Context: an optimization exercise on an open-source flow, tuned for a short achievable clock period and few clock cycles. The choices shown serve that exercise and are no tape-out recipe.
RTL that was checked went through simulation tests only; none was proved equivalent to the original.
Function not checked in run 2: the RTL went through the layout flow alone.
Power is estimated from default activity; no workload was simulated.

==> flow/design.v (outline; a module is shown in full before it is edited, if it fits) <==
// module mips_divider: 113 lines
// module mips_core: 576 lines
// module mips_ks_add: 28 lines
// module mips_mul_s1: 1517 lines
// module mips_mul_s2: 136 lines
module mips_core (
    input  wire        clk,
    input  wire        rst,            
    input  wire [31:0] text_base,      
    output wire [31:0] imem_addr,
    input  wire [31:0] imem_rdata,
    output wire [31:0] dmem_addr,
    output wire        dmem_re,
    output wire        dmem_we,
    output wire [3:0]  dmem_wstrb,
    output wire [31:0] dmem_wdata,
    input  wire [31:0] dmem_rdata,
    output wire        retire_valid,
    output wire [31:0] retire_pc,
    output wire        retire_we,      
    output wire [4:0]  retire_rd,
    output wire [31:0] retire_wdata,
    output reg         halted,
    output reg  [3:0]  halt_cause,
    output reg  [31:0] halt_pc
);
  // ...
==> flow/flow/run.sh <==
#!/bin/bash
# The standard layout (the standard.sh, unchanged synthesis), with the
# timing repair steps asked to leave SETUP_MARGIN ns of setup slack so that
# they also work on paths far shorter than the clock period.
set -euo pipefail
cd "$(dirname "$0")/.."
SETUP_MARGIN=$(cat flow/setup_margin)
bash standard.sh SETUP_SLACK_MARGIN="$SETUP_MARGIN" finish > make_finish.log 2>&1
==> flow/flow/setup_margin <==
8.5
==> flow/standard.sh <==
#!/bin/bash
# synth_recipe.tcl (not shown) runs the flow's synth.tcl, then flattens the netlist and writes it again
# the make line also repeats each setting of config.mk as NAME=value (left out here)
make -C /OpenROAD-flow-scripts/flow DESIGN_CONFIG=/design/flow/config.mk WORK_HOME=/design/flow/orfs CLKGATE_MAP_FILE= SYNTH_SCRIPT=/design/flow/synth_recipe.tcl "${@:-finish}"
==> flow/config.mk <==
export PLATFORM = sky130hd
export DESIGN_NAME = mips_core
export DESIGN_NICKNAME = mips_core
export VERILOG_FILES = /design/flow/design.v
export SDC_FILE = /design/flow/constraint.sdc
export NUM_CORES = 4
export LEC_CHECK = 0
export CAP_MARGIN = 20
export CELL_PAD_IN_SITES_DETAIL_PLACEMENT = 1
export CELL_PAD_IN_SITES_GLOBAL_PLACEMENT = 2
export CORE_MARGIN = 2
export CORE_UTILIZATION = 40
export PLACE_DENSITY = 0.6
export SLEW_MARGIN = 20
==> flow/constraint.sdc <==
create_clock -name core_clock -period 12.5 [get_ports {clk}]
set_input_delay 2.5000 -clock core_clock [delete_from_list [all_inputs] [get_ports {clk}]]
set_output_delay 2.5000 -clock core_clock [all_outputs]
set_load 0.01 [all_outputs]
==> results.yml, run 1 <==
min_path:
  hp-class: "flop to flop"
  worst_hold_path.endpoint: "mw_pc[25]"
setup_path:
  cp_slowest_stage_delay_ns: 0.55
  crit_slowest_cell: "fa_1"
  path_buf_inv: 13
  critPathRequiredTime_ns: 13.30
  timing.reg2reg.worst_path_depth: 23
  cpMostUsedCell: "buf_4"
  critPathTopFamily: "buffers and inverters"
clocking:
  clock_insertion_delay_worst_skew_ns: 0.97
  tritoncts: "built"
  setup_repair_bufs_after_cts: 352
  clk_pin_slew_worst_paths_ns: 0.07
power:
  ir_worst_vdd_mv: 0.1216
logic_synthesis:
  netlist_top_cells_count: "nor2_1, dfxtp_1, mux2i_1, clkbuf_1, a22oi_1"
  synth_largest_area_cell: "dfxtp_1"
  synth.mux.area_fraction_pct: 10.93
  synth-compound-area-share_pct: 18.18
  ys_async_sr_fraction_pct: 0
  post_synth_xor_area_fraction_pct: 6.813
  yosys.cell_count.top_type: "nor2_1"
  synth_adder_area_share_pct: 10.18
  synth_cell_types: 114
sta:
  finClkSkew_ns: 0.06099
  layout_min_cycle_time_ns: 4.451
placed_design:
  dpl_cell_area_um2: 159000
  pre_cts_ws_ns: 6.021
  detailed_place_hpwl_um: 568300
  gp_routability_congestion: 1.013
drt:
  met2_length_um: 367200
  dr_wl_met3_um: 90860
  antenna_left: 0
layout:
  multiInputGateArea_um2: 92780
  multi_input_area_share_pct: 50.79
  nNonClkInverters: 715
  final.fill_count: 40600
status:
  status: "no timing/DRC/antenna violations"
floorplan:
  num_tap_cells: 4972
global_route:
  groute.usage.overall_pct: 43.63
flow_run:
  maximum_capacitance_violations: 0
Testbench counts, summed over its fixed seeds: cycles 32,389.
==> module mips_divider, before the edit <==
module mips_divider (
    input  wire        clk,
    input  wire        rst,
    input  wire        start,       
    input  wire        is_signed,
    input  wire [31:0] dividend,
    input  wire [31:0] divisor,
    output wire        busy,
    output wire        soon,        
    output wire        free_next,   
    output wire        done,        
    output wire [31:0] quotient,
    output wire [31:0] remainder
);
    localparam [2:0] S_IDLE  = 3'd0;
    localparam [2:0] S_NORM  = 3'd1;
    localparam [2:0] S_ALIGN = 3'd2;
    localparam [2:0] S_ITER  = 3'd3;
    localparam [2:0] S_FIX   = 3'd4;
    reg [2:0]  state;
    reg [31:0] rem;
    reg [31:0] quo;
    reg [31:0] dvsr;        
    reg [33:0] dvsr3;       
    reg [33:0] dv1;         
    reg [33:0] dv3;         
    reg [4:0]  za;
    reg [4:0]  zd;
    reg [3:0]  count;       
    reg        neg_q;
    reg        neg_r;
    wire [31:0] abs_a = (is_signed && dividend[31]) ? -dividend : dividend;
    wire [31:0] abs_b = (is_signed && divisor[31])  ? -divisor  : divisor;
    function automatic [4:0] clz;
        input [31:0] v;
        reg [31:0] n4, n3, n2, n1;
        reg z4, z3, z2, z1, z0;
        begin
            z4 = (v[31:16] == 16'd0);  n4 = z4 ? {v[15:0], 16'd0} : v;
            z3 = (n4[31:24] == 8'd0);  n3 = z3 ? {n4[23:0], 8'd0} : n4;
            z2 = (n3[31:28] == 4'd0);  n2 = z2 ? {n3[27:0], 4'd0} : n3;
            z1 = (n2[31:30] == 2'd0);  n1 = z1 ? {n2[29:0], 2'd0} : n2;
            z0 = ~n1[31];
            clz = {z4, z3, z2, z1, z0};
        end
    endfunction
    wire        a_small = (za > zd);               
    wire [4:0]  a_s     = zd - za;
    wire [4:0]  a_lsh   = a_small ? 5'd0 : {a_s[4:1], 1'b0};
    wire [33:0] a_d     = {2'b00, dvsr} << a_lsh;
    wire [33:0] a_d3    = dvsr3 << a_lsh;
    wire [34:0] r1 = {3'b000, rem} - {1'b0, dv1};
    wire [34:0] r2 = {3'b000, rem} - {dv1, 1'b0};
    wire [34:0] r3 = {3'b000, rem} - {1'b0, dv3};
    assign busy      = (state != S_IDLE);
    assign soon      = (state == S_FIX) || ((state == S_ITER) && (count == 4'd0));
    assign free_next = (state == S_IDLE) || (state == S_FIX);
    assign done      = (state == S_FIX);
    assign quotient  = neg_q ? -quo : quo;
    assign remainder = neg_r ? -rem : rem;
    always @(posedge clk) begin
        if (rst) begin
            state <= S_IDLE;
        end else begin
            case (state)
                S_IDLE:  if (start) state <= S_NORM;
                S_NORM:  state <= S_ALIGN;
                S_ALIGN: state <= S_ITER;
                S_ITER:  if (count == 4'd0) state <= S_FIX;
                default: state <= S_IDLE;
            endcase
        end
    end
    always @(posedge clk) begin
        case (state)
            S_IDLE: begin
                rem   <= abs_a;
                dvsr  <= abs_b;
                quo   <= 32'd0;
                neg_q <= is_signed && (dividend[31] ^ divisor[31]);
                neg_r <= is_signed && dividend[31];
            end
            S_NORM: begin
                za    <= clz(rem);
                zd    <= clz(dvsr);
                dvsr3 <= {2'b00, dvsr} + {1'b0, dvsr, 1'b0};
            end
            S_ALIGN: begin
                dv1   <= a_d;
                dv3   <= a_d3;
                count <= a_small ? 4'd0 : a_s[4:1];
            end
            S_ITER: begin
                if (!r3[34]) begin
                    rem <= r3[31:0];
                    quo <= {quo[29:0], 2'b11};
                end else if (!r2[34]) begin
                    rem <= r2[31:0];
                    quo <= {quo[29:0], 2'b10};
                end else if (!r1[34]) begin
                    rem <= r1[31:0];
                    quo <= {quo[29:0], 2'b01};
                end else begin
                    quo <= {quo[29:0], 2'b00};
                end
                dv1   <= dv1 >> 2;
                dv3   <= dv3 >> 2;
                count <= count - 4'd1;
            end
            default: ;
        endcase
    end
endmodule
==> module mips_core, before the edit <==
module mips_core (
    input  wire        clk,
    input  wire        rst,            
    input  wire [31:0] text_base,      
    output wire [31:0] imem_addr,
    input  wire [31:0] imem_rdata,
    output wire [31:0] dmem_addr,
    output wire        dmem_re,
    output wire        dmem_we,
    output wire [3:0]  dmem_wstrb,
    output wire [31:0] dmem_wdata,
    input  wire [31:0] dmem_rdata,
    output wire        retire_valid,
    output wire [31:0] retire_pc,
    output wire        retire_we,      
    output wire [4:0]  retire_rd,
    output wire [31:0] retire_wdata,
    output reg         halted,
    output reg  [3:0]  halt_cause,
    output reg  [31:0] halt_pc
);
  localparam [3:0] CAUSE_NONE         = 4'd0;
  localparam [3:0] CAUSE_ILLEGAL      = 4'd1;
  localparam [3:0] CAUSE_OVERFLOW     = 4'd2;
  localparam [3:0] CAUSE_DIV_ZERO     = 4'd3;
  localparam [3:0] CAUSE_DIV_OVERFLOW = 4'd4;
  localparam [3:0] CAUSE_MISALIGN_MEM = 4'd5;
  localparam [3:0] CAUSE_MISALIGN_JMP = 4'd6;
  localparam [3:0] CAUSE_SYSCALL      = 4'd7;
  localparam [3:0] CAUSE_BREAK        = 4'd8;
  localparam [3:0] CAUSE_TRAP         = 4'd9;
  localparam R_ADD  = 0;    
  localparam R_SLT  = 1;    
  localparam R_AND  = 2;
  localparam R_OR   = 3;
  localparam R_XOR  = 4;
  localparam R_NOR  = 5;
  localparam R_LUI  = 6;
  localparam R_SH   = 7;    
  localparam R_LINK = 8;    
  localparam NR     = 9;
  reg [31:0] pc_f;           
  reg [31:0] ras;            
  reg        stop;           
  reg        fd_valid;
  reg [31:0] fd_instr;
  reg [31:0] fd_pc;
  reg [31:0] fd_pc4;
  reg        fd_pt;          
  reg        fd_bfix;        
  reg [31:0] fd_ptgt;        
  reg        de_valid;
  reg [31:0] de_pc;
  reg [31:0] de_pc4;
  reg [31:0] de_a;           
  reg [31:0] de_b;           
  reg [31:0] de_st;          
  reg        fa_m;           
  reg        fb_m;           
  reg        fs_m;           
  reg [15:0] de_imm;
  reg [4:0]  de_shamt;
  reg [NR-1:0] de_rsel;
  reg        de_sub;         
  reg        de_sltu;        
  reg        de_ovf;         
  reg        de_shv;         
  reg        de_shr;         
  reg        de_sha;         
  reg [4:0]  de_rd;          
  reg        de_late;        
  reg        de_load;
  reg        de_store;
  reg [1:0]  de_size;        
  reg        de_lsign;       
  reg        de_br;          
  reg [1:0]  de_brk;         
  reg        de_jr;          
  reg        de_pt;
  reg [31:0] de_ptgt;
  reg [31:0] de_rtgt;        
  reg        de_bk;          
  reg        de_mul;
  reg        de_div;
  reg        de_mds;         
  reg        de_mthi, de_mtlo, de_mfhi, de_mflo;
  reg [3:0]  de_cause;       
  reg        de_bad;         
  reg        de_mem;         
  reg [31:0] de_bx;          
  reg        em_valid;       
  reg        em_fault;
  reg [3:0]  em_dcause;      
  reg        em_f_ovf, em_f_mis, em_f_jmis, em_f_dz, em_f_dovf;
  reg [31:0] em_pc;
  reg [31:0] em_result;
  reg [31:0] em_addr;
  reg [4:0]  em_rd;
  reg        em_load;
  reg [1:0]  em_size;
  reg        em_lsign;
  reg        em_mfhi, em_mflo;
  reg        em_re, em_we;
  reg [3:0]  em_wstrb;
  reg [31:0] em_wdata;
  reg [31:0] m_result;       
  wire [3:0] m_cause;        
  reg        mw_valid;
  reg        mw_we;          
  reg [31:1] mw_wen;         
  reg [31:0] mw_wdata;       
  reg        mw_fault;
  reg [3:0]  mw_cause;
  reg [31:0] mw_pc;
  reg [4:0]  mw_rd;
  reg [31:0] mw_result;
  reg [31:0] gpr [1:31];
  reg [31:0] hi;
  reg [31:0] lo;
  assign retire_valid = mw_valid;
  assign retire_pc    = mw_pc;
  assign retire_we    = mw_we;
  assign retire_rd    = mw_rd;
  assign retire_wdata = mw_wdata;
  integer i;
  always @(posedge clk) begin
    if (rst) begin
      for (i = 1; i < 32; i = i + 1)
        gpr[i] <= 32'd0;
    end else begin
      for (i = 1; i < 32; i = i + 1)
        if (mw_wen[i])
          gpr[i] <= mw_result;
    end
  end
  always @(posedge clk) begin
    if (rst) begin
      halted     <= 1'b0;
      halt_cause <= CAUSE_NONE;
      halt_pc    <= 32'd0;
    end else if (mw_fault) begin
      halted     <= 1'b1;
      halt_cause <= mw_cause;
      halt_pc    <= mw_pc;
    end
  end
  wire [5:0]  d_opc   = fd_instr[31:26];
  wire [5:0]  d_funct = fd_instr[5:0];
  wire [4:0]  d_rs    = fd_instr[25:21];
  wire [4:0]  d_rt    = fd_instr[20:16];
  wire [4:0]  d_rdf   = fd_instr[15:11];
  reg         d_urs, d_urt;    
  reg         d_immb;          
  reg         d_zext;          
  reg [NR-1:0] d_rsel;
  reg         d_sub, d_sltu, d_ovf, d_shv, d_shr, d_sha;
  reg [4:0]   d_rd;
  reg         d_late, d_load, d_store, d_lsign;
  reg [1:0]   d_size;
  reg         d_br, d_jr;
  reg [1:0]   d_brk;
  reg         d_mul, d_div, d_mds, d_mthi, d_mtlo, d_mfhi, d_mflo;
  reg [3:0]   d_cause;
  always @* begin
    d_urs = 1'b0; d_urt = 1'b0; d_immb = 1'b0; d_zext = 1'b0;
    d_rsel = {NR{1'b0}};
    d_sub = 1'b0; d_sltu = 1'b0; d_ovf = 1'b0;
    d_shv = 1'b0; d_shr = 1'b0; d_sha = 1'b0;
    d_rd = 5'd0;
    d_late = 1'b0; d_load = 1'b0; d_store = 1'b0; d_lsign = 1'b0; d_size = 2'd2;
    d_br = 1'b0; d_brk = d_opc[1:0]; d_jr = 1'b0;
    d_mul = 1'b0; d_div = 1'b0; d_mds = 1'b0;
    d_mthi = 1'b0; d_mtlo = 1'b0; d_mfhi = 1'b0; d_mflo = 1'b0;
    d_cause = CAUSE_NONE;
    case (d_opc)
      6'h00: begin
        case (d_funct)
          6'h00, 6'h02, 6'h03: begin
            d_urt = 1'b1; d_rd = d_rdf; d_rsel[R_SH] = 1'b1;
            d_shr = d_funct[1]; d_sha = d_funct[0];
          end
          6'h04, 6'h06, 6'h07: begin
            d_urs = 1'b1; d_urt = 1'b1; d_rd = d_rdf; d_rsel[R_SH] = 1'b1;
            d_shv = 1'b1; d_shr = d_funct[1]; d_sha = d_funct[0];
          end
          6'h08: begin d_urs = 1'b1; d_jr = 1'b1; end
          6'h09: begin d_urs = 1'b1; d_jr = 1'b1; d_rd = d_rdf; d_rsel[R_LINK] = 1'b1; end
          6'h0C: d_cause = CAUSE_SYSCALL;
          6'h0D: d_cause = CAUSE_BREAK;
          6'h10: begin d_rd = d_rdf; d_late = 1'b1; d_mfhi = 1'b1; end
          6'h11: begin d_urs = 1'b1; d_mthi = 1'b1; end
          6'h12: begin d_rd = d_rdf; d_late = 1'b1; d_mflo = 1'b1; end
          6'h13: begin d_urs = 1'b1; d_mtlo = 1'b1; end
          6'h18, 6'h19: begin d_urs = 1'b1; d_urt = 1'b1; d_mul = 1'b1; d_mds = ~d_funct[0]; end
          6'h1A, 6'h1B: begin d_urs = 1'b1; d_urt = 1'b1; d_div = 1'b1; d_mds = ~d_funct[0]; end
          6'h20, 6'h21, 6'h22, 6'h23: begin
            d_urs = 1'b1; d_urt = 1'b1; d_rd = d_rdf; d_rsel[R_ADD] = 1'b1;
            d_sub = d_funct[1]; d_ovf = ~d_funct[0];
          end
          6'h24: begin d_urs = 1'b1; d_urt = 1'b1; d_rd = d_rdf; d_rsel[R_AND] = 1'b1; end
          6'h25: begin d_urs = 1'b1; d_urt = 1'b1; d_rd = d_rdf; d_rsel[R_OR]  = 1'b1; end
          6'h26: begin d_urs = 1'b1; d_urt = 1'b1; d_rd = d_rdf; d_rsel[R_XOR] = 1'b1; end
          6'h27: begin d_urs = 1'b1; d_urt = 1'b1; d_rd = d_rdf; d_rsel[R_NOR] = 1'b1; end
          6'h2A, 6'h2B: begin
            d_urs = 1'b1; d_urt = 1'b1; d_rd = d_rdf; d_rsel[R_SLT] = 1'b1;
            d_sub = 1'b1; d_sltu = d_funct[0];
          end
          default: d_cause = CAUSE_ILLEGAL;
        endcase
      end
      6'h02: ;
      6'h03: begin d_rd = 5'd31; d_rsel[R_LINK] = 1'b1; end
      6'h04, 6'h05: begin d_urs = 1'b1; d_urt = 1'b1; d_br = 1'b1; end
      6'h06, 6'h07: begin d_urs = 1'b1; d_br = 1'b1; end
      6'h08, 6'h09: begin
        d_urs = 1'b1; d_immb = 1'b1; d_rd = d_rt; d_rsel[R_ADD] = 1'b1; d_ovf = ~d_opc[0];
      end
      6'h0A, 6'h0B: begin
        d_urs = 1'b1; d_immb = 1'b1; d_rd = d_rt; d_rsel[R_SLT] = 1'b1;
        d_sub = 1'b1; d_sltu = d_opc[0];
      end
      6'h0C: begin d_urs = 1'b1; d_immb = 1'b1; d_zext = 1'b1; d_rd = d_rt; d_rsel[R_AND] = 1'b1; end
      6'h0D: begin d_urs = 1'b1; d_immb = 1'b1; d_zext = 1'b1; d_rd = d_rt; d_rsel[R_OR]  = 1'b1; end
      6'h0E: begin d_urs = 1'b1; d_immb = 1'b1; d_zext = 1'b1; d_rd = d_rt; d_rsel[R_XOR] = 1'b1; end
      6'h0F: begin d_rd = d_rt; d_rsel[R_LUI] = 1'b1; end
      6'h1A: d_cause = CAUSE_TRAP;
      6'h20, 6'h21, 6'h23, 6'h24, 6'h25: begin
        d_urs = 1'b1; d_rd = d_rt; d_late = 1'b1; d_load = 1'b1;
        d_size = d_opc[1:0] == 2'b11 ? 2'd2 : {1'b0, d_opc[0]};
        d_lsign = ~d_opc[2];
      end
      6'h28, 6'h29, 6'h2B: begin
        d_urs = 1'b1; d_urt = 1'b1; d_store = 1'b1;
        d_size = d_opc[1:0] == 2'b11 ? 2'd2 : {1'b0, d_opc[0]};
      end
      default: d_cause = CAUSE_ILLEGAL;
    endcase
  end
  wire d_rs_use = d_urs && (d_rs != 5'd0);
  wire d_rt_use = d_urt && (d_rt != 5'd0);
  wire e_lhaz = de_valid && de_late &&
                ((d_rs_use && (de_rd == d_rs)) || (d_rt_use && (de_rd == d_rt)));
  wire div_busy;
  wire div_soon;             
  wire div_free_next;        
  wire d_hilo = d_mthi || d_mtlo || d_mfhi || d_mflo || d_mul;
  wire e_div_pend = de_valid && de_div;
  wire d_mdhaz = ((d_hilo || d_div) && e_div_pend) ||
                 (d_hilo && div_busy && !div_soon) ||
                 (d_div && div_busy && !div_free_next);
  wire redir;                
  wire d_stall = fd_valid && (e_lhaz || d_mdhaz);
  wire d_issue = fd_valid && !d_stall && !redir;
  wire d_fix   = fd_valid && !d_stall && fd_bfix;    
  wire m_wr = em_valid && (em_rd != 5'd0);
  wire e_wr = de_valid && (de_rd != 5'd0);
  wire n_fa_m = d_urs && e_wr && (de_rd == d_rs);
  wire n_fs_m = d_urt && e_wr && (de_rd == d_rt);
  wire m_rs = m_wr && (em_rd == d_rs);
  wire m_rt = m_wr && (em_rd == d_rt);
  wire [31:0] rf_rs = (d_rs == 5'd0) ? 32'd0 : m_rs ? m_result :
                      mw_wen[d_rs] ? mw_result : gpr[d_rs];
  wire [31:0] rf_rt = (d_rt == 5'd0) ? 32'd0 : m_rt ? m_result :
                      mw_wen[d_rt] ? mw_result : gpr[d_rt];
  wire [31:0] d_imm = d_zext ? {16'd0, fd_instr[15:0]} : {{16{fd_instr[15]}}, fd_instr[15:0]};
  wire [31:0] d_btgt = fd_pc4 + {{14{fd_instr[15]}}, fd_instr[15:0], 2'b00};
  wire        e_valid = de_valid && !stop;
  wire [31:0] ea = fa_m ? em_result : de_a;
  wire [31:0] eb = fb_m ? em_result : de_b;
  wire [31:0] es = fs_m ? em_result : de_st;
  wire [31:0] e_simm = {{16{de_imm[15]}}, de_imm};
  wire [31:0] e_bx  = fb_m ? (em_result ^ {32{de_sub}}) : de_bx;
  wire [31:0] e_sum_lo;
  wire        e_sum_c;
  mips_ks_add #(.W(32), .L(6)) u_alu_add (.a(ea), .b(e_bx), .cin(de_sub), .sum(e_sum_lo), .cout(e_sum_c));
  wire [32:0] e_sum = {e_sum_c, e_sum_lo};
  wire        e_ovf = (ea[31] == e_bx[31]) && (e_sum[31] != ea[31]);
  wire        e_lt  = de_sltu ? ~e_sum[32] :
                      ((ea[31] != eb[31]) ? ea[31] : e_sum[31]);
  wire [4:0]  e_sha = de_shv ? ea[4:0] : de_shamt;
  reg  [31:0] e_shin;
  reg  [31:0] e_shrev;
  always @* begin
    for (i = 0; i < 32; i = i + 1)
      e_shin[i] = de_shr ? eb[i] : eb[31 - i];
  end
  wire        e_shfill = de_sha & eb[31];
  wire [31:0] e_shout = $signed({e_shfill, e_shin}) >>> e_sha;
  always @* begin
    for (i = 0; i < 32; i = i + 1)
      e_shrev[i] = de_shr ? e_shout[i] : e_shout[31 - i];
  end
  wire [31:0] e_result =
      ({32{de_rsel[R_ADD]}}  & e_sum[31:0]) |
      ({32{de_rsel[R_SLT]}}  & {31'd0, e_lt}) |
      ({32{de_rsel[R_AND]}}  & (ea & eb)) |
      ({32{de_rsel[R_OR]}}   & (ea | eb)) |
      ({32{de_rsel[R_XOR]}}  & (ea ^ eb)) |
      ({32{de_rsel[R_NOR]}}  & ~(ea | eb)) |
      ({32{de_rsel[R_LUI]}}  & {de_imm, 16'd0}) |
      ({32{de_rsel[R_SH]}}   & e_shrev) |
      ({32{de_rsel[R_LINK]}} & de_pc4);
  wire [31:0] e_addr;
  mips_ks_add #(.W(32), .L(6)) u_addr_add (.a(ea), .b(e_simm), .cin(1'b0), .sum(e_addr), .cout());
  wire        e_mis  = (de_size == 2'd1 && e_addr[0]) ||
                       (de_size == 2'd2 && e_addr[1:0] != 2'b00);
  wire        e_eq_aa = (de_a == de_st);
  wire        e_eq_ma = (em_result == de_st);
  wire        e_eq_am = (de_a == em_result);
  wire        e_eq    = fa_m ? (fs_m ? 1'b1 : e_eq_ma) : (fs_m ? e_eq_am : e_eq_aa);
  wire        e_azero = fa_m ? (em_result == 32'd0) : (de_a == 32'd0);
  wire        e_le    = ea[31] || e_azero;                 
  wire        e_tgt_ok = fa_m ? (em_result == de_ptgt) : (de_a == de_ptgt);
  wire e_dzero = (es == 32'd0);
  wire e_dovf  = de_mds && (ea == 32'h80000000) && (es == 32'hFFFFFFFF);
  wire e_f_ovf  = de_ovf && e_ovf;
  wire e_f_mis  = de_mem && e_mis;
  wire e_f_jmis = de_jr && (ea[1:0] != 2'b00);
  wire e_f_div  = de_div && (e_dzero || e_dovf);
  wire e_any    = de_bad || e_f_ovf || e_f_mis || e_f_jmis || e_f_div;
  wire e_fault = e_valid && e_any;
  wire e_ok    = e_valid && !e_any;
  wire e_br_mis = de_br && ((de_brk[1] ? e_le : e_eq) ^ de_bk);
  wire e_jr_mis = de_jr && (ea[1:0] == 2'b00) && (!de_pt || !e_tgt_ok);
  assign redir  = e_valid && (e_br_mis || e_jr_mis);
  wire [31:0] redir_pc = de_jr ? ea : de_rtgt;
  reg [3:0]  e_wstrb;
  reg [31:0] e_wdata;
  always @* begin
    case (de_size)
      2'd0: begin e_wstrb = 4'b0001 << e_addr[1:0]; e_wdata = {4{es[7:0]}}; end
      2'd1: begin e_wstrb = e_addr[1] ? 4'b1100 : 4'b0011; e_wdata = {2{es[15:0]}}; end
      default: begin e_wstrb = 4'b1111; e_wdata = es; end
    endcase
  end
  wire [34:0] e_bb = {{2{de_mds & es[31]}}, es, 1'b0};
  reg  [16:0] e_sng, e_dbl, e_neg;
  always @* begin
    for (i = 0; i < 17; i = i + 1) begin
      e_sng[i] = e_bb[2*i+1] ^ e_bb[2*i];
      e_dbl[i] = (e_bb[2*i+2] & ~e_bb[2*i+1] & ~e_bb[2*i]) |
                 (~e_bb[2*i+2] & e_bb[2*i+1] & e_bb[2*i]);
      e_neg[i] = e_bb[2*i+2];
    end
  end
  reg         m1_mul, m1_mthi, m1_mtlo;
  reg [32:0]  m1_a;
  reg [16:0]  m1_sng, m1_dbl, m1_neg;
  reg [31:0]  m1_val;
  wire [191:0] m1_rows;
  reg         m2_mul;
  reg [191:0] m2_rows;
  wire [63:0] m2_prod;
  mips_mul_s1 u_mul1 (.a(m1_a), .sng(m1_sng), .dbl(m1_dbl), .neg(m1_neg), .rows(m1_rows));
  mips_mul_s2 u_mul2 (.rows(m2_rows), .p(m2_prod));
  wire        div_done;
  wire [31:0] div_q;
  wire [31:0] div_r;
  mips_divider u_div (
      .clk       (clk),
      .rst       (rst),
      .start     (e_valid && de_div),    
      .is_signed (de_mds),
      .dividend  (ea),
      .divisor   (es),
      .busy      (div_busy),
      .soon      (div_soon),
      .free_next (div_free_next),
      .done      (div_done),
      .quotient  (div_q),
      .remainder (div_r)
  );
  always @(posedge clk) begin
    if (rst) begin
      m1_mul  <= 1'b0;
      m1_mthi <= 1'b0;
      m1_mtlo <= 1'b0;
      m2_mul  <= 1'b0;
      hi      <= 32'd0;
      lo      <= 32'd0;
    end else begin
      m1_mul  <= e_valid && de_mul;       
      m1_mthi <= e_valid && de_mthi;
      m1_mtlo <= e_valid && de_mtlo;
      m2_mul  <= m1_mul;
      if (m1_mthi)
        hi <= m1_val;
      else if (m2_mul)
        hi <= m2_prod[63:32];
      else if (div_done)
        hi <= div_r;
      if (m1_mtlo)
        lo <= m1_val;
      else if (m2_mul)
        lo <= m2_prod[31:0];
      else if (div_done)
        lo <= div_q;
    end
  end
  always @(posedge clk) begin
    if (de_mul) begin
      m1_a    <= {de_mds & ea[31], ea};
      m1_sng  <= e_sng;
      m1_dbl  <= e_dbl;
      m1_neg  <= e_neg;
    end
    if (de_mthi || de_mtlo)
      m1_val  <= ea;
    if (m1_mul)
      m2_rows <= m1_rows;
  end
  assign dmem_addr  = em_addr;
  assign dmem_re    = em_re;
  assign dmem_we    = em_we;
  assign dmem_wstrb = em_wstrb;
  assign dmem_wdata = em_wdata;
  wire [7:0]  m_byte = em_addr[1] ? (em_addr[0] ? dmem_rdata[31:24] : dmem_rdata[23:16])
                                  : (em_addr[0] ? dmem_rdata[15:8]  : dmem_rdata[7:0]);
  wire [15:0] m_half = em_addr[1] ? dmem_rdata[31:16] : dmem_rdata[15:0];
  assign m_cause = em_dcause |
                   (em_f_ovf  ? CAUSE_OVERFLOW     : CAUSE_NONE) |
                   (em_f_mis  ? CAUSE_MISALIGN_MEM : CAUSE_NONE) |
                   (em_f_jmis ? CAUSE_MISALIGN_JMP : CAUSE_NONE) |
                   (em_f_dz   ? CAUSE_DIV_ZERO     : CAUSE_NONE) |
                   (em_f_dovf && !em_f_dz ? CAUSE_DIV_OVERFLOW : CAUSE_NONE);
  always @* begin
    if (em_load) begin
      case (em_size)
        2'd0:    m_result = {{24{em_lsign & m_byte[7]}}, m_byte};
        2'd1:    m_result = {{16{em_lsign & m_half[15]}}, m_half};
        default: m_result = dmem_rdata;
      endcase
    end else if (em_mfhi) begin
      m_result = m2_mul ? m2_prod[63:32] : hi;
    end else if (em_mflo) begin
      m_result = m2_mul ? m2_prod[31:0] : lo;
    end else begin
      m_result = em_result;
    end
  end
  assign imem_addr = pc_f;
  wire [31:0] f_ir   = imem_rdata;
  wire [31:0] f_pc4  = pc_f + 32'd4;
  wire        f_j    = (f_ir[31:27] == 5'b00001);                   
  wire        f_jal  = (f_ir[31:26] == 6'h03) ||
                       ((f_ir[31:26] == 6'h00) && (f_ir[5:0] == 6'h09));
  wire        f_jr31 = (f_ir[31:26] == 6'h00) && (f_ir[5:0] == 6'h08) && (f_ir[25:21] == 5'd31);
  wire        f_br   = (f_ir[31:28] == 4'b0001);
  wire        f_brt  = f_br && ((f_ir[27:26] == 2'b01) || f_ir[15]);    
  wire [15:0] f_tlo;
  wire        f_tc;
  mips_ks_add #(.W(16), .L(5)) u_br_add (.a(f_pc4[17:2]), .b(f_ir[15:0]), .cin(1'b0),
                                  .sum(f_tlo), .cout(f_tc));
  wire [31:0] f_btgt  = {f_pc4[31:18], f_tlo, 2'b00};
  wire        f_bfix  = f_brt && (f_tc != f_ir[15]);
  wire [31:0] f_jtgt  = {f_pc4[31:28], f_ir[25:0], 2'b00};
  wire        f_pt    = f_j || f_jr31 || f_brt;
  wire [31:0] f_next  = f_brt ? f_btgt : f_j ? f_jtgt : f_jr31 ? ras : f_pc4;
  wire        f_acc   = !d_stall;      
  always @(posedge clk) begin
    if (rst) begin
      pc_f     <= text_base;
      ras      <= 32'd0;
      stop     <= 1'b0;
      fd_valid <= 1'b0;
      de_valid <= 1'b0;
      em_valid <= 1'b0;
      em_fault <= 1'b0;
      em_re    <= 1'b0;
      em_we    <= 1'b0;
      mw_valid <= 1'b0;
      mw_we    <= 1'b0;
      mw_wen   <= 31'd0;
      mw_fault <= 1'b0;
    end else begin
      if (e_fault)
        stop <= 1'b1;
      if (redir)
        pc_f <= redir_pc;
      else if (d_fix)
        pc_f <= d_btgt;
      else if (f_acc)
        pc_f <= f_next;
      if (f_acc && f_jal)
        ras <= f_pc4;
      if (redir || d_fix)
        fd_valid <= 1'b0;
      else if (f_acc)
        fd_valid <= 1'b1;
      de_valid <= d_issue;
      em_valid <= e_ok;
      em_fault <= e_fault;
      em_re    <= e_valid && de_load && !e_mis;
      em_we    <= e_valid && de_store && !e_mis;
      mw_valid <= em_valid;
      mw_we    <= m_wr;
      for (i = 1; i < 32; i = i + 1)
        mw_wen[i] <= m_wr && (em_rd == i);
      mw_fault <= em_fault;
    end
  end
  always @(posedge clk) begin
    if (f_acc) begin
      fd_instr <= f_ir;
      fd_pc    <= pc_f;
      fd_pc4   <= f_pc4;
      fd_pt    <= f_pt;
      fd_bfix  <= f_bfix;
      fd_ptgt  <= ras;
    end
    de_pc    <= fd_pc;
    de_pc4   <= fd_pc4;
    de_a     <= rf_rs;
    de_b     <= d_immb ? d_imm : rf_rt;
    de_st    <= rf_rt;
    fa_m     <= n_fa_m;
    fb_m     <= n_fs_m && !d_immb;
    fs_m     <= n_fs_m;
    de_imm   <= fd_instr[15:0];
    de_shamt <= fd_instr[10:6];
    de_rsel  <= d_rsel;
    de_sub   <= d_sub;
    de_sltu  <= d_sltu;
    de_ovf   <= d_ovf;
    de_shv   <= d_shv;
    de_shr   <= d_shr;
    de_sha   <= d_sha;
    de_rd    <= d_rd;
    de_late  <= d_late;
    de_load  <= d_load;
    de_store <= d_store;
    de_size  <= d_size;
    de_lsign <= d_lsign;
    de_br    <= d_br;
    de_brk   <= d_brk;
    de_jr    <= d_jr;
    de_pt    <= fd_pt;
    de_ptgt  <= fd_ptgt;
    de_rtgt  <= fd_pt ? fd_pc4 : d_btgt;
    de_bk    <= d_brk[0] ^ fd_pt;
    de_mul   <= d_mul;
    de_div   <= d_div;
    de_mds   <= d_mds;
    de_mthi  <= d_mthi;
    de_mtlo  <= d_mtlo;
    de_mfhi  <= d_mfhi;
    de_mflo  <= d_mflo;
    de_cause <= d_cause;
    de_bad   <= (d_cause != CAUSE_NONE);
    de_mem   <= d_load || d_store;
    de_bx    <= (d_immb ? d_imm : rf_rt) ^ {32{d_sub}};
    em_dcause <= de_cause;
    em_f_ovf  <= e_f_ovf;
    em_f_mis  <= e_f_mis;
    em_f_jmis <= e_f_jmis;
    em_f_dz   <= de_div && e_dzero;
    em_f_dovf <= de_div && e_dovf;
    em_pc    <= de_pc;
    em_result <= e_result;
    em_addr  <= e_addr;
    em_rd    <= de_rd;
    em_load  <= de_load;
    em_size  <= de_size;
    em_lsign <= de_lsign;
    em_mfhi  <= de_mfhi;
    em_mflo  <= de_mflo;
    em_wstrb <= e_wstrb;
    em_wdata <= e_wdata;
    mw_cause  <= m_cause;
    mw_pc     <= em_pc;
    mw_rd     <= em_rd;
    if (em_valid)
      mw_result <= m_result;
    mw_wdata  <= m_result;
  end
endmodule
==> run 2: changes to the inputs <==
--- a/flow/design.v
+++ b/flow/design.v
@@ -12,48 +12,33 @@
     output wire [31:0] quotient,
     output wire [31:0] remainder
 );
-    localparam [2:0] S_IDLE  = 3'd0;
-    localparam [2:0] S_NORM  = 3'd1;
-    localparam [2:0] S_ALIGN = 3'd2;
-    localparam [2:0] S_ITER  = 3'd3;
-    localparam [2:0] S_FIX   = 3'd4;
-    reg [2:0]  state;
+    localparam [1:0] S_IDLE = 2'd0;
+    localparam [1:0] S_NORM = 2'd1;
+    localparam [1:0] S_ITER = 2'd2;
+    localparam [1:0] S_FIX  = 2'd3;
+    reg [1:0]  state;
     reg [31:0] rem;
     reg [31:0] quo;
-    reg [31:0] dvsr;        
-    reg [33:0] dvsr3;       
-    reg [33:0] dv1;         
-    reg [33:0] dv3;         
-    reg [4:0]  za;
-    reg [4:0]  zd;
-    reg [3:0]  count;       
+    reg [31:0] dvsr;
+    reg [4:0]  count;
     reg        neg_q;
     reg        neg_r;
     wire [31:0] abs_a = (is_signed && dividend[31]) ? -dividend : dividend;
     wire [31:0] abs_b = (is_signed && divisor[31])  ? -divisor  : divisor;
-    function automatic [4:0] clz;
-        input [31:0] v;
-        reg [31:0] n4, n3, n2, n1;
-        reg z4, z3, z2, z1, z0;
-        begin
-            z4 = (v[31:16] == 16'd0);  n4 = z4 ? {v[15:0], 16'd0} : v;
-            z3 = (n4[31:24] == 8'd0);  n3 = z3 ? {n4[23:0], 8'd0} : n4;
-            z2 = (n3[31:28] == 4'd0);  n2 = z2 ? {n3[27:0], 4'd0} : n3;
-            z1 = (n2[31:30] == 2'd0);  n1 = z1 ? {n2[29:0], 2'd0} : n2;
-            z0 = ~n1[31];
-            clz = {z4, z3, z2, z1, z0};
-        end
-    endfunction
-    wire        a_small = (za > zd);               
-    wire [4:0]  a_s     = zd - za;
-    wire [4:0]  a_lsh   = a_small ? 5'd0 : {a_s[4:1], 1'b0};
-    wire [33:0] a_d     = {2'b00, dvsr} << a_lsh;
-    wire [33:0] a_d3    = dvsr3 << a_lsh;
-    wire [34:0] r1 = {3'b000, rem} - {1'b0, dv1};
-    wire [34:0] r2 = {3'b000, rem} - {dv1, 1'b0};
-    wire [34:0] r3 = {3'b000, rem} - {1'b0, dv3};
+    wire        z4 = (dvsr[31:16] == 16'd0);
+    wire [31:0] n4 = z4 ? {dvsr[15:0], 16'd0} : dvsr;
+    wire        z3 = (n4[31:24] == 8'd0);
+    wire [31:0] n3 = z3 ? {n4[23:0], 8'd0} : n4;
+    wire        z2 = (n3[31:28] == 4'd0);
+    wire [31:0] n2 = z2 ? {n3[27:0], 4'd0} : n3;
+    wire        z1 = (n2[31:30] == 2'd0);
+    wire [31:0] n1 = z1 ? {n2[29:0], 2'd0} : n2;
+    wire        z0 = ~n1[31];
+    wire [31:0] n0 = z0 ? {n1[30:0], 1'd0} : n1;
+    wire [4:0]  lz = {z4, z3, z2, z1, z0};
+    wire [32:0] diff = {1'b0, rem} - {1'b0, dvsr};
     assign busy      = (state != S_IDLE);
-    assign soon      = (state == S_FIX) || ((state == S_ITER) && (count == 4'd0));
+    assign soon      = (state == S_FIX) || ((state == S_ITER) && (count == 5'd0));
     assign free_next = (state == S_IDLE) || (state == S_FIX);
     assign done      = (state == S_FIX);
     assign quotient  = neg_q ? -quo : quo;
@@ -63,10 +48,9 @@
             state <= S_IDLE;
         end else begin
             case (state)
-                S_IDLE:  if (start) state <= S_NORM;
-                S_NORM:  state <= S_ALIGN;
-                S_ALIGN: state <= S_ITER;
-                S_ITER:  if (count == 4'd0) state <= S_FIX;
+                S_IDLE: if (start) state <= S_NORM;
+                S_NORM: state <= S_ITER;
+                S_ITER: if (count == 5'd0) state <= S_FIX;
                 default: state <= S_IDLE;
             endcase
         end
@@ -81,31 +65,18 @@
                 neg_r <= is_signed && dividend[31];
             end
             S_NORM: begin
-                za    <= clz(rem);
-                zd    <= clz(dvsr);
-                dvsr3 <= {2'b00, dvsr} + {1'b0, dvsr, 1'b0};
-            end
-            S_ALIGN: begin
-                dv1   <= a_d;
-                dv3   <= a_d3;
-                count <= a_small ? 4'd0 : a_s[4:1];
+                dvsr  <= n0;
+                count <= lz;
             end
             S_ITER: begin
-                if (!r3[34]) begin
-                    rem <= r3[31:0];
-                    quo <= {quo[29:0], 2'b11};
-                end else if (!r2[34]) begin
-                    rem <= r2[31:0];
-                    quo <= {quo[29:0], 2'b10};
-                end else if (!r1[34]) begin
-                    rem <= r1[31:0];
-                    quo <= {quo[29:0], 2'b01};
+                if (!diff[32]) begin
+                    rem <= diff[31:0];
+                    quo <= {quo[30:0], 1'b1};
                 end else begin
-                    quo <= {quo[29:0], 2'b00};
+                    quo <= {quo[30:0], 1'b0};
                 end
-                dv1   <= dv1 >> 2;
-                dv3   <= dv3 >> 2;
-                count <= count - 4'd1;
+                dvsr  <= dvsr >> 1;
+                count <= count - 5'd1;
             end
             default: ;
         endcase
@@ -160,7 +131,6 @@
   reg [31:0] fd_pc;
   reg [31:0] fd_pc4;
   reg        fd_pt;          
-  reg        fd_bfix;        
   reg [31:0] fd_ptgt;        
   reg        de_valid;
   reg [31:0] de_pc;
@@ -168,9 +138,9 @@
   reg [31:0] de_a;           
   reg [31:0] de_b;           
   reg [31:0] de_st;          
-  reg        fa_m;           
-  reg        fb_m;           
-  reg        fs_m;           
+  reg        fa_m, fa_w;     
+  reg        fb_m, fb_w;     
+  reg        fs_m, fs_w;     
   reg [15:0] de_imm;
   reg [4:0]  de_shamt;
   reg [NR-1:0] de_rsel;
@@ -191,20 +161,15 @@
   reg        de_jr;          
   reg        de_pt;
   reg [31:0] de_ptgt;
-  reg [31:0] de_rtgt;        
-  reg        de_bk;          
+  reg [31:0] de_btgt;        
   reg        de_mul;
   reg        de_div;
   reg        de_mds;         
   reg        de_mthi, de_mtlo, de_mfhi, de_mflo;
   reg [3:0]  de_cause;       
-  reg        de_bad;         
-  reg        de_mem;         
-  reg [31:0] de_bx;          
   reg        em_valid;       
   reg        em_fault;
-  reg [3:0]  em_dcause;      
-  reg        em_f_ovf, em_f_mis, em_f_jmis, em_f_dz, em_f_dovf;
+  reg [3:0]  em_cause;
   reg [31:0] em_pc;
   reg [31:0] em_result;
   reg [31:0] em_addr;
@@ -216,12 +181,7 @@
   reg        em_re, em_we;
   reg [3:0]  em_wstrb;
   reg [31:0] em_wdata;
-  reg [31:0] m_result;       
-  wire [3:0] m_cause;        
   reg        mw_valid;
-  reg        mw_we;          
-  reg [31:1] mw_wen;         
-  reg [31:0] mw_wdata;       
   reg        mw_fault;
   reg [3:0]  mw_cause;
   reg [31:0] mw_pc;
@@ -232,18 +192,17 @@
   reg [31:0] lo;
   assign retire_valid = mw_valid;
   assign retire_pc    = mw_pc;
-  assign retire_we    = mw_we;
+  assign retire_we    = mw_valid && (mw_rd != 5'd0);
   assign retire_rd    = mw_rd;
-  assign retire_wdata = mw_wdata;
+  assign retire_wdata = mw_result;
+  wire w_we = mw_valid && (mw_rd != 5'd0);
   integer i;
   always @(posedge clk) begin
     if (rst) begin
       for (i = 1; i < 32; i = i + 1)
         gpr[i] <= 32'd0;
-    end else begin
-      for (i = 1; i < 32; i = i + 1)
-        if (mw_wen[i])
-          gpr[i] <= mw_result;
+    end else if (w_we) begin
+      gpr[mw_rd] <= mw_result;
     end
   end
   always @(posedge clk) begin
@@ -360,33 +319,30 @@
   wire e_div_pend = de_valid && de_div;
   wire d_mdhaz = ((d_hilo || d_div) && e_div_pend) ||
                  (d_hilo && div_busy && !div_soon) ||
-                 (d_div && div_busy && !div_free_next);
+                 (d_div && div_busy && !div_free_next) ||
+                 ((d_mfhi || d_mflo) && de_valid && de_mul);
   wire redir;                
   wire d_stall = fd_valid && (e_lhaz || d_mdhaz);
   wire d_issue = fd_valid && !d_stall && !redir;
-  wire d_fix   = fd_valid && !d_stall && fd_bfix;    
   wire m_wr = em_valid && (em_rd != 5'd0);
   wire e_wr = de_valid && (de_rd != 5'd0);
   wire n_fa_m = d_urs && e_wr && (de_rd == d_rs);
+  wire n_fa_w = d_urs && !n_fa_m && m_wr && (em_rd == d_rs);
   wire n_fs_m = d_urt && e_wr && (de_rd == d_rt);
-  wire m_rs = m_wr && (em_rd == d_rs);
-  wire m_rt = m_wr && (em_rd == d_rt);
-  wire [31:0] rf_rs = (d_rs == 5'd0) ? 32'd0 : m_rs ? m_result :
-                      mw_wen[d_rs] ? mw_result : gpr[d_rs];
-  wire [31:0] rf_rt = (d_rt == 5'd0) ? 32'd0 : m_rt ? m_result :
-                      mw_wen[d_rt] ? mw_result : gpr[d_rt];
+  wire n_fs_w = d_urt && !n_fs_m && m_wr && (em_rd == d_rt);
+  wire [31:0] rf_rs = (d_rs == 5'd0) ? 32'd0 :
+                      (w_we && (mw_rd == d_rs)) ? mw_result : gpr[d_rs];
+  wire [31:0] rf_rt = (d_rt == 5'd0) ? 32'd0 :
+                      (w_we && (mw_rd == d_rt)) ? mw_result : gpr[d_rt];
   wire [31:0] d_imm = d_zext ? {16'd0, fd_instr[15:0]} : {{16{fd_instr[15]}}, fd_instr[15:0]};
   wire [31:0] d_btgt = fd_pc4 + {{14{fd_instr[15]}}, fd_instr[15:0], 2'b00};
   wire        e_valid = de_valid && !stop;
-  wire [31:0] ea = fa_m ? em_result : de_a;
-  wire [31:0] eb = fb_m ? em_result : de_b;
-  wire [31:0] es = fs_m ? em_result : de_st;
+  wire [31:0] ea = fa_m ? em_result : fa_w ? mw_result : de_a;
+  wire [31:0] eb = fb_m ? em_result : fb_w ? mw_result : de_b;
+  wire [31:0] es = fs_m ? em_result : fs_w ? mw_result : de_st;
   wire [31:0] e_simm = {{16{de_imm[15]}}, de_imm};
-  wire [31:0] e_bx  = fb_m ? (em_result ^ {32{de_sub}}) : de_bx;
-  wire [31:0] e_sum_lo;
-  wire        e_sum_c;
-  mips_ks_add #(.W(32), .L(6)) u_alu_add (.a(ea), .b(e_bx), .cin(de_sub), .sum(e_sum_lo), .cout(e_sum_c));
-  wire [32:0] e_sum = {e_sum_c, e_sum_lo};
+  wire [31:0] e_bx  = de_sub ? ~eb : eb;
+  wire [32:0] e_sum = {1'b0, ea} + {1'b0, e_bx} + {32'd0, de_sub};
   wire        e_ovf = (ea[31] == e_bx[31]) && (e_sum[31] != ea[31]);
   wire        e_lt  = de_sltu ? ~e_sum[32] :
                       ((ea[31] != eb[31]) ? ea[31] : e_sum[31]);
@@ -413,30 +369,39 @@
       ({32{de_rsel[R_LUI]}}  & {de_imm, 16'd0}) |
       ({32{de_rsel[R_SH]}}   & e_shrev) |
       ({32{de_rsel[R_LINK]}} & de_pc4);
-  wire [31:0] e_addr;
-  mips_ks_add #(.W(32), .L(6)) u_addr_add (.a(ea), .b(e_simm), .cin(1'b0), .sum(e_addr), .cout());
+  wire [31:0] e_addr = ea + e_simm;
   wire        e_mis  = (de_size == 2'd1 && e_addr[0]) ||
                        (de_size == 2'd2 && e_addr[1:0] != 2'b00);
-  wire        e_eq_aa = (de_a == de_st);
-  wire        e_eq_ma = (em_result == de_st);
-  wire        e_eq_am = (de_a == em_result);
-  wire        e_eq    = fa_m ? (fs_m ? 1'b1 : e_eq_ma) : (fs_m ? e_eq_am : e_eq_aa);
-  wire        e_azero = fa_m ? (em_result == 32'd0) : (de_a == 32'd0);
-  wire        e_le    = ea[31] || e_azero;                 
-  wire        e_tgt_ok = fa_m ? (em_result == de_ptgt) : (de_a == de_ptgt);
+  wire        e_eq    = (ea == es);
+  wire        e_azero = (ea == 32'd0);
+  reg         e_taken;
+  always @* begin
+    case (de_brk)
+      2'd0: e_taken = e_eq;
+      2'd1: e_taken = !e_eq;
+      2'd2: e_taken = ea[31] || e_azero;
+      default: e_taken = !ea[31] && !e_azero;
+    endcase
+  end
   wire e_dzero = (es == 32'd0);
   wire e_dovf  = de_mds && (ea == 32'h80000000) && (es == 32'hFFFFFFFF);
-  wire e_f_ovf  = de_ovf && e_ovf;
-  wire e_f_mis  = de_mem && e_mis;
-  wire e_f_jmis = de_jr && (ea[1:0] != 2'b00);
-  wire e_f_div  = de_div && (e_dzero || e_dovf);
-  wire e_any    = de_bad || e_f_ovf || e_f_mis || e_f_jmis || e_f_div;
-  wire e_fault = e_valid && e_any;
-  wire e_ok    = e_valid && !e_any;
-  wire e_br_mis = de_br && ((de_brk[1] ? e_le : e_eq) ^ de_bk);
-  wire e_jr_mis = de_jr && (ea[1:0] == 2'b00) && (!de_pt || !e_tgt_ok);
-  assign redir  = e_valid && (e_br_mis || e_jr_mis);
-  wire [31:0] redir_pc = de_jr ? ea : de_rtgt;
+  reg [3:0] e_cause;
+  always @* begin
+    e_cause = de_cause;
+    if (de_cause == CAUSE_NONE) begin
+      if (de_ovf && e_ovf)                        e_cause = CAUSE_OVERFLOW;
+      else if ((de_load || de_store) && e_mis)    e_cause = CAUSE_MISALIGN_MEM;
+      else if (de_jr && ea[1:0] != 2'b00)         e_cause = CAUSE_MISALIGN_JMP;
+      else if (de_div && e_dzero)                 e_cause = CAUSE_DIV_ZERO;
+      else if (de_div && e_dovf)                  e_cause = CAUSE_DIV_OVERFLOW;
+    end
+  end
+  wire e_fault = e_valid && (e_cause != CAUSE_NONE);
+  wire e_ok    = e_valid && (e_cause == CAUSE_NONE);
+  wire e_br_mis = de_br && (e_taken != de_pt);
+  wire e_jr_mis = de_jr && (!de_pt || (ea != de_ptgt));
+  assign redir  = e_ok && (e_br_mis || e_jr_mis);
+  wire [31:0] redir_pc = de_jr ? ea : (e_taken ? de_btgt : de_pc4);
   reg [3:0]  e_wstrb;
   reg [31:0] e_wdata;
   always @* begin
@@ -472,7 +437,7 @@
   mips_divider u_div (
       .clk       (clk),
       .rst       (rst),
-      .start     (e_valid && de_div),    
+      .start     (e_ok && de_div),
       .is_signed (de_mds),
       .dividend  (ea),
       .divisor   (es),
@@ -492,9 +457,9 @@
       hi      <= 32'd0;
       lo      <= 32'd0;
     end else begin
-      m1_mul  <= e_valid && de_mul;       
-      m1_mthi <= e_valid && de_mthi;
-      m1_mtlo <= e_valid && de_mtlo;
+      m1_mul  <= e_ok && de_mul;
+      m1_mthi <= e_ok && de_mthi;
+      m1_mtlo <= e_ok && de_mtlo;
       m2_mul  <= m1_mul;
       if (m1_mthi)
         hi <= m1_val;
@@ -511,16 +476,12 @@
     end
   end
   always @(posedge clk) begin
-    if (de_mul) begin
-      m1_a    <= {de_mds & ea[31], ea};
-      m1_sng  <= e_sng;
-      m1_dbl  <= e_dbl;
-      m1_neg  <= e_neg;
-    end
-    if (de_mthi || de_mtlo)
-      m1_val  <= ea;
-    if (m1_mul)
-      m2_rows <= m1_rows;
+    m1_a    <= {de_mds & ea[31], ea};
+    m1_sng  <= e_sng;
+    m1_dbl  <= e_dbl;
+    m1_neg  <= e_neg;
+    m1_val  <= ea;
+    m2_rows <= m1_rows;
   end
   assign dmem_addr  = em_addr;
   assign dmem_re    = em_re;
@@ -530,12 +491,7 @@
   wire [7:0]  m_byte = em_addr[1] ? (em_addr[0] ? dmem_rdata[31:24] : dmem_rdata[23:16])
                                   : (em_addr[0] ? dmem_rdata[15:8]  : dmem_rdata[7:0]);
   wire [15:0] m_half = em_addr[1] ? dmem_rdata[31:16] : dmem_rdata[15:0];
-  assign m_cause = em_dcause |
-                   (em_f_ovf  ? CAUSE_OVERFLOW     : CAUSE_NONE) |
-                   (em_f_mis  ? CAUSE_MISALIGN_MEM : CAUSE_NONE) |
-                   (em_f_jmis ? CAUSE_MISALIGN_JMP : CAUSE_NONE) |
-                   (em_f_dz   ? CAUSE_DIV_ZERO     : CAUSE_NONE) |
-                   (em_f_dovf && !em_f_dz ? CAUSE_DIV_OVERFLOW : CAUSE_NONE);
+  reg  [31:0] m_result;
   always @* begin
     if (em_load) begin
       case (em_size)
@@ -544,9 +500,9 @@
         default: m_result = dmem_rdata;
       endcase
     end else if (em_mfhi) begin
-      m_result = m2_mul ? m2_prod[63:32] : hi;
+      m_result = hi;
     end else if (em_mflo) begin
-      m_result = m2_mul ? m2_prod[31:0] : lo;
+      m_result = lo;
     end else begin
       m_result = em_result;
     end
@@ -560,15 +516,16 @@
   wire        f_jr31 = (f_ir[31:26] == 6'h00) && (f_ir[5:0] == 6'h08) && (f_ir[25:21] == 5'd31);
   wire        f_br   = (f_ir[31:28] == 4'b0001);
   wire        f_brt  = f_br && ((f_ir[27:26] == 2'b01) || f_ir[15]);    
-  wire [15:0] f_tlo;
-  wire        f_tc;
-  mips_ks_add #(.W(16), .L(5)) u_br_add (.a(f_pc4[17:2]), .b(f_ir[15:0]), .cin(1'b0),
-                                  .sum(f_tlo), .cout(f_tc));
-  wire [31:0] f_btgt  = {f_pc4[31:18], f_tlo, 2'b00};
-  wire        f_bfix  = f_brt && (f_tc != f_ir[15]);
+  wire [16:0] f_tlo   = {1'b0, f_pc4[17:2]} + {1'b0, f_ir[15:0]};
+  wire [13:0] f_thi0  = f_pc4[31:18];
+  wire [13:0] f_thip  = f_pc4[31:18] + 14'd1;
+  wire [13:0] f_thim  = f_pc4[31:18] - 14'd1;
+  wire [13:0] f_thi   = f_ir[15] ? (f_tlo[16] ? f_thi0 : f_thim)
+                                 : (f_tlo[16] ? f_thip : f_thi0);
+  wire [31:0] f_btgt  = {f_thi, f_tlo[15:0], 2'b00};
   wire [31:0] f_jtgt  = {f_pc4[31:28], f_ir[25:0], 2'b00};
   wire        f_pt    = f_j || f_jr31 || f_brt;
-  wire [31:0] f_next  = f_brt ? f_btgt : f_j ? f_jtgt : f_jr31 ? ras : f_pc4;
+  wire [31:0] f_next  = f_j ? f_jtgt : f_jr31 ? ras : f_brt ? f_btgt : f_pc4;
   wire        f_acc   = !d_stall;      
   always @(posedge clk) begin
     if (rst) begin
@@ -582,33 +539,26 @@
       em_re    <= 1'b0;
       em_we    <= 1'b0;
       mw_valid <= 1'b0;
-      mw_we    <= 1'b0;
-      mw_wen   <= 31'd0;
       mw_fault <= 1'b0;
     end else begin
       if (e_fault)
         stop <= 1'b1;
       if (redir)
         pc_f <= redir_pc;
-      else if (d_fix)
-        pc_f <= d_btgt;
       else if (f_acc)
         pc_f <= f_next;
-      if (f_acc && f_jal)
+      if (!redir && f_acc && f_jal)
         ras <= f_pc4;
-      if (redir || d_fix)
+      if (redir)
         fd_valid <= 1'b0;
       else if (f_acc)
         fd_valid <= 1'b1;
       de_valid <= d_issue;
       em_valid <= e_ok;
       em_fault <= e_fault;
-      em_re    <= e_valid && de_load && !e_mis;
-      em_we    <= e_valid && de_store && !e_mis;
+      em_re    <= e_ok && de_load;
+      em_we    <= e_ok && de_store;
       mw_valid <= em_valid;
-      mw_we    <= m_wr;
-      for (i = 1; i < 32; i = i + 1)
-        mw_wen[i] <= m_wr && (em_rd == i);
       mw_fault <= em_fault;
     end
   end
@@ -618,7 +568,6 @@
       fd_pc    <= pc_f;
       fd_pc4   <= f_pc4;
       fd_pt    <= f_pt;
-      fd_bfix  <= f_bfix;
       fd_ptgt  <= ras;
     end
     de_pc    <= fd_pc;
@@ -627,8 +576,11 @@
     de_b     <= d_immb ? d_imm : rf_rt;
     de_st    <= rf_rt;
     fa_m     <= n_fa_m;
+    fa_w     <= n_fa_w;
     fb_m     <= n_fs_m && !d_immb;
+    fb_w     <= n_fs_w && !d_immb;
     fs_m     <= n_fs_m;
+    fs_w     <= n_fs_w;
     de_imm   <= fd_instr[15:0];
     de_shamt <= fd_instr[10:6];
     de_rsel  <= d_rsel;
@@ -649,8 +601,7 @@
     de_jr    <= d_jr;
     de_pt    <= fd_pt;
     de_ptgt  <= fd_ptgt;
-    de_rtgt  <= fd_pt ? fd_pc4 : d_btgt;
-    de_bk    <= d_brk[0] ^ fd_pt;
+    de_btgt  <= d_btgt;
     de_mul   <= d_mul;
     de_div   <= d_div;
     de_mds   <= d_mds;
@@ -659,19 +610,11 @@
     de_mfhi  <= d_mfhi;
     de_mflo  <= d_mflo;
     de_cause <= d_cause;
-    de_bad   <= (d_cause != CAUSE_NONE);
-    de_mem   <= d_load || d_store;
-    de_bx    <= (d_immb ? d_imm : rf_rt) ^ {32{d_sub}};
-    em_dcause <= de_cause;
-    em_f_ovf  <= e_f_ovf;
-    em_f_mis  <= e_f_mis;
-    em_f_jmis <= e_f_jmis;
-    em_f_dz   <= de_div && e_dzero;
-    em_f_dovf <= de_div && e_dovf;
+    em_cause <= e_cause;
     em_pc    <= de_pc;
     em_result <= e_result;
     em_addr  <= e_addr;
-    em_rd    <= de_rd;
+    em_rd    <= e_fault ? 5'd0 : de_rd;
     em_load  <= de_load;
     em_size  <= de_size;
     em_lsign <= de_lsign;
@@ -679,42 +622,12 @@
     em_mflo  <= de_mflo;
     em_wstrb <= e_wstrb;
     em_wdata <= e_wdata;
-    mw_cause  <= m_cause;
+    mw_cause  <= em_cause;
     mw_pc     <= em_pc;
     mw_rd     <= em_rd;
-    if (em_valid)
-      mw_result <= m_result;
-    mw_wdata  <= m_result;
+    mw_result <= m_result;
   end
 endmodule
-module mips_ks_add #(parameter W = 32, parameter L = 6) (   
-    input  wire [W-1:0] a,
-    input  wire [W-1:0] b,
-    input  wire         cin,
-    output wire [W-1:0] sum,
-    output wire         cout
-);
-  wire [W:0] g [0:L];
-  wire [W:0] p [0:L];
-  assign g[0] = {a & b, cin};
-  assign p[0] = {a ^ b, 1'b0};
-  genvar l, k;
-  generate
-    for (l = 0; l < L; l = l + 1) begin : lvl
-      for (k = 0; k <= W; k = k + 1) begin : bitk
-        if (k >= (1 << l)) begin : comb
-          assign g[l+1][k] = g[l][k] | (p[l][k] & g[l][k - (1 << l)]);
-          assign p[l+1][k] = p[l][k] & p[l][k - (1 << l)];
-        end else begin : pass
-          assign g[l+1][k] = g[l][k];
-          assign p[l+1][k] = p[l][k];
-        end
-      end
-    end
-  endgenerate
-  assign sum  = (a ^ b) ^ g[L][W-1:0];
-  assign cout = g[L][W];
-endmodule
 module mips_mul_s1 (
     input  wire [32:0] a,
     input  wire [16:0] sng,
==> flow/run.sh (new file) <==
#!/bin/bash
# synth_recipe.tcl (not shown) runs the flow's synth.tcl, then flattens the netlist and writes it again
# the make line also repeats each setting of config.mk as NAME=value (left out here)
make -C /OpenROAD-flow-scripts/flow DESIGN_CONFIG=/design/flow/config.mk WORK_HOME=/design/flow/orfs CLKGATE_MAP_FILE= SYNTH_SCRIPT=/design/flow/synth_recipe.tcl finish
--- a/flow/config.mk
+++ b/flow/config.mk
@@ -9,6 +9,6 @@
 export CELL_PAD_IN_SITES_DETAIL_PLACEMENT = 1
 export CELL_PAD_IN_SITES_GLOBAL_PLACEMENT = 2
 export CORE_MARGIN = 2
-export CORE_UTILIZATION = 40
-export PLACE_DENSITY = 0.6
+export CORE_UTILIZATION = 25
+export PLACE_DENSITY = 0.45
 export SLEW_MARGIN = 20
removed: flow/flow/run.sh
removed: flow/flow/setup_margin
removed: flow/standard.sh
==> run 2 against run 1 <==
Compared with the run above: still clean on timing, DRC and antenna; hold slack got worse by 0.0026 ns; clock power fell by 1%; clock-buffer cell count fell by 22; first-iteration DRC count fell by 47%; routed wire length fell by 16%; via count fell by 28%; cell count fell by 9.1%; die area rose by 47%; core utilization fell by 20 points; critical path type unchanged.
==> results.yml, run 2 <==
logic_synthesis:
  synth_cells: 12100
  synthDominantCellAreaShare_pct: 28.01
  synth_cell_types: 104
  yosys.cell_count.top_type: "edfxtp_1"
  synth-seq-area-share_pct: 41.45
  synth_area_um2: 137800
  synth_enable_flop_cells: 1286
  ys_async_sr_fraction_pct: 0
  synth_ff_type: "edfxtp_1"
  netlist_top_cells_count: "edfxtp_1, and2_1, dfxtp_1, clkbuf_1, mux4_2"
  netlist_top_cells_area: "edfxtp_1, dfxtp_1, mux4_2"
  yosys_warnings: 2
  synth_largest_area_cell: "edfxtp_1"
  postSynthRegisterBits: 2211
  post_synth.cell_area_avg_um2: 11.39
flow_run:
  maximum_capacitance_violations: 0
min_path:
  hp-class: "flop to flop"
  worst_hold_path.endpoint: "em_pc[27]"
  whs_path_depth: 0
  hp-start: "de_pc[27]"
layout:
  nNetsFinal: 12960
  registers.top_by_ff_count: "gpr"
  layout.cells.most_common: "edfxtp_1"
  largest_register_ff_count: 1024
  final.fill_count: 59740
  drive_gt1_share_pct: 15.97
  area_growth_syn_to_layout_pct: 16.08
  top_library_cells_by_usage_in_the_layout_fill_and_taps_aside: "edfxtp_1, and2_1, dfxtp_1, mux4_2, nor2_1"
  reg_top3: "gpr x1024, m2_rows x186"
power:
  power.net_switching_mw: 17.44
  internal-power_mw: 21.27
  power.share.sequential_pct: 25.1
  post-layout-total-power_mw: 38.71
  netSwitchingFraction_pct: 45.06
  ir_worst_vdd_mv: 0.2498
  power_frac_clock_pct: 23.2
  cellPowerDensity_nw_per_um2: 241.9
  power_frac_comb_pct: 51.7
  total_leakage_power_nw: 59.19
sta:
  slew-limit-headroom_pct: 19.22
  fin_hold_ws_ns: 0.3202
  finClkSkew_ns: 0.07478
  layout_min_cycle_time_ns: 6.993
  timing.final.crit_share_pct: 55.94
  postLayoutSetupSlackWorst_ns: 5.507
  worst_slew_pin_slew_ns: 1.209
  final_hold_viol_count: 0
  setup_viol_count_final: 0
  timing.setup.tns_ns: 0
  timing.final.max_slew_violations: 0
  setup_repair_after_global_routing_missed_its_margin: "no"
  fmax_mhz: 143.0
setup_path:
  critPathRequiredTime_ns: 12.90
  critical_path.reg2reg.endpoint: "pc_f[4]"
  crit_slowest_cell: "inv_2"
  critical_path_class: "flop to flop"
  cpMostUsedCell: "and2_1"
  setup.worst_path.start_class: "flop"
  ff2ff_setup_slack_ns: 5.51
  worst_setup_path_end_kind: "flop"
  cp_slowest_stage_delay_ns: 0.81
  r2r-start: "fa_m"
  critPathMaxFanout: 30
  timing.reg2reg.worst_path_depth: 15
  cp_cell_sequence: "buf_4, inv_2, mux2i_4, inv_1, ha_1, a2111oi_0, and2_1, a21bo_2, nor3b_1, or3_1, o311a_1, and2_1, and2_1, nor2_1, nand3_2"
  timing.critical_path.arrival_ns: 7.39
floorplan:
  design.core.area_um2: 548900
  chipWidth_um: 746.6
  ports_placed_on_the_boundary: 308
  die-area_um2: 557300
  floorplan.die.height_um: 746.6
  rows: 272
  initial_core_utilization_pct: 25.11
clocking:
  setup_repair_bufs_after_cts: 0
  cts.path.max_buffers: 4
  cts_hold_repair.buffers: 0
  cts-resized-gates: 0
  htree_num_levels: 5
  tritoncts: "built"
  clock_sinks: 2211
  clk_root_buffer_cell: "clkbuf_16"
  clk_pin_slew_worst_paths_ns: 0.06
  cts_inserted_buffers: 304
  clock_insertion_delay_worst_skew_ns: 1.00
global_route:
  number_of_antenna_violations_at_the_first_check_in_global_routing: 86
  grt_remaining_overflow: 0
  first_global_vias: 108600
  largest_net_degree_at_the_start_of_global_routing: 108
  groute.usage.overall_pct: 25.49
  first_pass_grt_wire_length_um: 985300
drt:
  wl_per_cell_um: 37.30
  detail_route.iter0.violations: 10590
  via_per_inst: 5.333
  route.vias.total: 104500
  number_of_remaining_drc_errors: 0
  antenna_left: 0
  routed_wirelength_um: 731100
  drt_pass1_iterations: 6
placed_design:
  pre_cts_ws_ns: 5.188
  detailed_place_hpwl_um: 513200
  port_buffers: 307
  gp_routability_congestion: 0.8951
status:
  status: "no timing/DRC/antenna violations"
## run 2: cell count changes after synthesis, sizes merged, moves of 268 or more
cell    change
nor2     -1199
mux2i     -956
dfxtp     -786
nand2     -268
and2     +1011
mux4      +607
a22oi     -546
edfxtp    +579
## run 2: how the worst max path moves through the flow
stage	startpoint	end	slack, ns	depth (start not counted)
after floorplan	rst	gpr[28][0]	6.42	3
after global placement	imem_rdata[0]	pc_f[27]	5.19	15
after detailed placement	imem_rdata[0]	pc_f[31]	5.19	14
after CTS	fa_m	pc_f[18]	5.60	15
after global routing	fa_m	pc_f[4]	5.26	15
final	fa_m	pc_f[4]	5.51	15
## run 2: power by group through the flow
stage / clock network (mW) / logic (mW) / registers (mW)
2_1_floorplan: 0 / 11.6 / 9.34
3_3_place_gp: 0 / 20.1 / 9.87
3_5_place_dp: 0 / 20.0 / 9.88
4_1_cts: 9.20 / 20.3 / 9.74
5_1_grt: 9.45 / 22.0 / 9.81
6_report: 8.97 / 20.0 / 9.73
## run 2: cell families (layout without fill, tap and decap cells)
kind of cell	Yosys count	in the layout	share of synthesized area, %
AOI/OAI and AO/OA	2292	2292	11.31
xor gates and xnor gates	1027	1027	6.525
adders and majority gates	820	820	9.981
buffers and inverters	1702	1861	4.802
DFF	2211	2211	41.45
muxes	1239	1239	15.39
other	1	84	0.002720
and+or+nand+nor	2807	2807	10.55
## run 2: area by class of cell
type	count	area (um^2)	area share [%]
multi-input cells	8217	75060	46.91
clock inverters	155	1630	1.019
repair buffers	704	6181	3.863
flip-flops and latches	2211	57320	35.82
clock buffers	397	8335	5.209
inverters	605	2273	1.421
diodes	52	130.1	0.08132
well taps	7261	9085	5.678
## run 2: through the flow
| stage | util (%) | cell area, um^2 | std cells |
|---|---|---|---|
| 2_1_floorplan | - | 138000 | 12130 |
| 3_3_place_gp | 27.29 | 149800 | 18990 |
| 3_5_place_dp | 27.31 | 149900 | 19000 |
| 4_1_cts | 29.12 | 159900 | 19550 |
| 5_1_grt | 29.14 | 159900 | 19570 |
| 6_report | 29.15 | 160000 | 19600 |
## run 2: metal layers
metal,global-route usage (%),share of wire (%)
met3,3.158,5.2
met5,0,0.021
met2,42.60,48
met1,34.25,44
met4,8.105,3.5
## run 2: critical path, delay by kind of cell (launching register included)
| family | cells | cell delay, ns |
|---|---|---|
| AOI/OAI and AO/OA | 3 | 0.99 |
| DFF | 1 | 0.29 |
| adders and majority gates | 1 | 0.42 |
| and+or+nand+nor | 7 | 2.47 |
| buffers and inverters | 3 | 1.34 |
| muxes | 1 | 0.81 |

what the ideal ports hide:
The flow's constraints put no driver on any port. The routed layouts listed below were extracted and timed again, unchanged, in two steps. Step 1: set_driving_cell puts a clkbuf_16 on clk and a buf_2 on each other input, an assumption about the parent block. Step 2 moves the port delays by t, midway between the first and last clock arrival at a register: inputs arrive t later, outputs are due t later. That takes back most of the time a late clock gives input paths. a / b / c = ideal ports / drivers / drivers and shift; a / b = the first two.
| run | shift t [ns] | setup slack, ns | worst hold slack (ns) | worst data-port slew with drivers (ns) | cell pins on the clock port's net |
|---|---|---|---|---|---|
| run 1 | 1.059 | 8.049 / 8.049 / 7.200 | 0.323 / 0.323 / 0.323 | 0.07 | 1 |
| run 2 | 1.079 | 5.507 / 5.507 / 5.097 | 0.320 / 0.320 / 0.320 | 0.09 | 1 |
After both steps every run listed still meets setup and hold. The setup slack of run 1, which loses most, moves by 0.000 ns with the drivers and by -0.849 ns with both steps.
